This is an optimization exercise on Yosys and OpenROAD, whose aim is small area, a short achievable clock period and few clock cycles, not a production implementation. At most, simulation tests tie the RTL to the original design; equivalence was not proved. Power and IR drop assume default switching activity.

Design hostlink_framer, start of the top module:
module hostlink_framer (
    input  wire       clk,
    input  wire       rst,         
    input  wire       in_valid,
    input  wire [7:0] in_data,
    output wire       in_ready,
    output reg        out_valid,
    output reg  [7:0] out_data,
    output reg        out_first,
    output reg        out_last
);
    reg [7:0] mem0 [0:127];        
    reg [7:0] mem1 [0:127];        
    reg        rdy;
    reg        s0v;                
    reg  [7:0] s0d;
    reg  [9:0] tail;               
    reg  [7:0] R;                  
    assign in_ready = rdy;
    wire       acc = in_valid & rdy;
    wire [7:0] wq  = R ^ s0d;      
    always @(posedge clk) begin
        s0d <= in_data;
        if (s0v) begin
            if (tail[0]) mem1[tail[7:1]] <= wq;
            else         mem0[tail[7:1]] <= wq;
        end
    end
    reg  [6:0] A0, A1;
    reg  [7:0] D0, D1;
    reg  [7:0] r0, r1;
    integer k;
    always @(*) begin
        r0 = 8'd0;
        r1 = 8'd0;
        for (k = 0; k < 128; k = k + 1) begin
            r0 = r0 | (mem0[k] & {8{A0 == k}});
            r1 = r1 | (mem1[k] & {8{A1 == k}});
        end
    end
  ...
Size in the first run: roughly 2,400 flip-flops, ~96,000 µm² of cells after synthesis.
Settings: LEC_CHECK=0, CAP_MARGIN=20, CORE_MARGIN=2, CORE_UTILIZATION=40, SETUP_SLACK_MARGIN=5, SLEW_MARGIN=20; clock period 10.0 ns.
run.sh (not shown) runs the stock make flow with config.mk's settings and CLKGATE_MAP_FILE= SYNTH_SCRIPT=/design/flow/synth_recipe.tcl, a recipe that flattens the netlist after the stock synthesis.
Next try:
--- a/flow/config.mk
+++ b/flow/config.mk
@@ -10,3 +10,2 @@
 export CORE_UTILIZATION = 40
-export SETUP_SLACK_MARGIN = 5
 export SLEW_MARGIN = 20
This time the run finished but fails on max-slew violations.
Routed wire length goes up by about 3.2%.
Final cell count stays flat.
Global-route usage goes up by 1.2 points.
Sequential share of layout area hardly moves.
Setup slack loses 0.10 ns.
Maximum frequency goes down by about 2%.
First-iteration DRC count goes down by about 2.7%.
No functional check of the RTL was part of any run of this note.

sierra:
Another version of the RTL of hostlink_framer (not shown whole).
For scale: roughly 2300 flip-flops, about 23 I/O pins.
clock: 10.0 ns
lec_check: 0
cap_margin: 20
core_margin: 2
core_utilization: 50
cts_cluster_diameter: 100
cts_cluster_size: 25
slew_margin: 30
standard.sh (not shown) runs the stock make flow with config.mk's settings and CLKGATE_MAP_FILE= SYNTH_SCRIPT=/design/flow/synth_recipe.tcl, a recipe that flattens the netlist after the stock synthesis.
==> flow/flow/run.sh <==
#!/bin/bash
# Own flow: the standard layout (standard.sh, the unchanged ORFS flow
# with the standard flow's config.mk and SDC), with timing repair asked to keep a larger
# setup margin, so the resizer works towards a shorter clock period than the
# 10 ns constraint. The constraint, clock period and everything else are
# the standard flow's own. Each tool's full output goes to flow_make.log here; ORFS's
# per-step logs stay under orfs/logs.
set -euo pipefail
MARGIN=$(cat flow/margin.txt)
bash standard.sh SETUP_SLACK_MARGIN="$MARGIN" finish > flow_make.log 2>&1
test -f out/final.def
==> flow/flow/margin.txt <==
6.6
sierra: no failed stages, no open violations at the end
Testbench counts of sierra, summed over its fixed seeds: cycles 174,672.
diff inputs: sierra => fjord
Settings: CORE_UTILIZATION now 40, was 50.
## What came out
fjord: PASS, flow complete, no timing, DRC or antenna violations. Taking sierra as the reference, in fjord share of post-route cells with drive strength above 1 decreased by 0.44 points relative to the old numbers; post-route core utilization decreased by 12 points relative to the old numbers; path depth of the worst reg2reg path decreased by 2 relative to the old numbers. Non-clock buffer total of the final layout of fjord falls short of that of sierra by a few percent. Comparing sierra and fjord, data arrival time of the critical path is lower on fjord. sierra has lower total of fill cells in the finished design than fjord. Against sierra, fjord reports a number of buffer and inverter stages on the critical path that is lower. Diff sierra -> fjord | post-detailed-placement cell area | increase of 970 um^2. The via count of fjord falls short of that of sierra by 1.1%.

Starting RTL as in the previous note.
==> flow/config.mk <==
export PLATFORM = sky130hd
export DESIGN_NAME = hostlink_framer
export DESIGN_NICKNAME = hostlink_framer
export VERILOG_FILES = /design/flow/design.v
export SDC_FILE = /design/flow/constraint.sdc
export NUM_CORES = 4
export LEC_CHECK = 0
export CAP_MARGIN = 20
export CORE_MARGIN = 2
export CORE_UTILIZATION = 40
export CTS_CLUSTER_DIAMETER = 100
export CTS_CLUSTER_SIZE = 25
export SLEW_MARGIN = 30
==> flow/constraint.sdc <==
create_clock -name core_clock -period 10.0 [get_ports {clk}]
set_input_delay 2.0000 -clock core_clock [delete_from_list [all_inputs] [get_ports {clk}]]
set_output_delay 2.0000 -clock core_clock [all_outputs]
set_load 0.01 [all_outputs]
==> flow/flow/margin.txt <==
6.2
Scripts as last shown in full above: flow/flow/run.sh
The first run finished clean.
Testbench counts at the start, summed over its fixed seeds: cycles 174,672.
Next try:
==> flow/flow/margin.txt (replaced) <==
6.6
Settings changed: CTS_CLUSTER_DIAMETER 100 to unset, CTS_CLUSTER_SIZE 25 to unset.
Clock power rose by well over a third.
Global-route usage falls by 1.2 points.
Sequential power hardly moves.
Final cell count grows by a few percent.
Non-clock buffer count is higher by 59.
Total power came out higher by a quarter to a third.
Critical path depth stays the same.
Next try:
Settings changed: CORE_UTILIZATION 40 to 45, CTS_CLUSTER_DIAMETER set to 100, CTS_CLUSTER_SIZE set to 25, SLEW_MARGIN 30 to 25.
Worst hold slack is better by 54 ps.
Fmax goes down by about 7%.
Synthesized area does not change.
Core utilization goes up by 4.2 points.
Wire length goes up by about 3%.
Die area goes down by 11%.
Synthesized cell count is unchanged.
Worst setup slack is worse by 290 ps.
Global-route usage goes up by 6.3 points.
Power goes down by 18%.

-- re-timing with driven ports --
Ports are ideal in the flow. The routed layouts listed here were re-timed in OpenROAD. Step 1: set_driving_cell puts a clkbuf_16 on clk and a buf_2 on each other input, an assumption about the parent block. Step 2 adds t to the input delays and takes it off the output delays; t is the mean of the earliest and latest rising clock arrival at the registers after step 1. Input paths then give back, and output paths get back, about the clock's delay inside the block. Three values: ideal, step 1, step 2; two values: the first two.
run | t (ns) | setup WS [ns] | latest minus earliest clock arrival (ns)
the first run of note 1 | 1.050 | 4.838 / 4.838 / 4.838 | 0.069 / 0.069
the second run of note 1 | 1.028 | 4.734 / 4.734 / 4.734 | 0.097 / 0.098
sierra | 0.965 | 6.183 / 6.183 / 6.183 | 0.102 / 0.102
fjord | 0.924 | 6.271 / 6.271 / 6.271 | 0.068 / 0.068
the first run of note 3 | 0.944 | 5.786 / 5.786 / 5.786 | 0.061 / 0.060
the second run of note 3 | 1.024 | 6.414 / 6.414 / 6.414 | 0.071 / 0.070
the third run of note 3 | 0.934 | 6.129 / 6.129 / 6.129 | 0.055 / 0.054
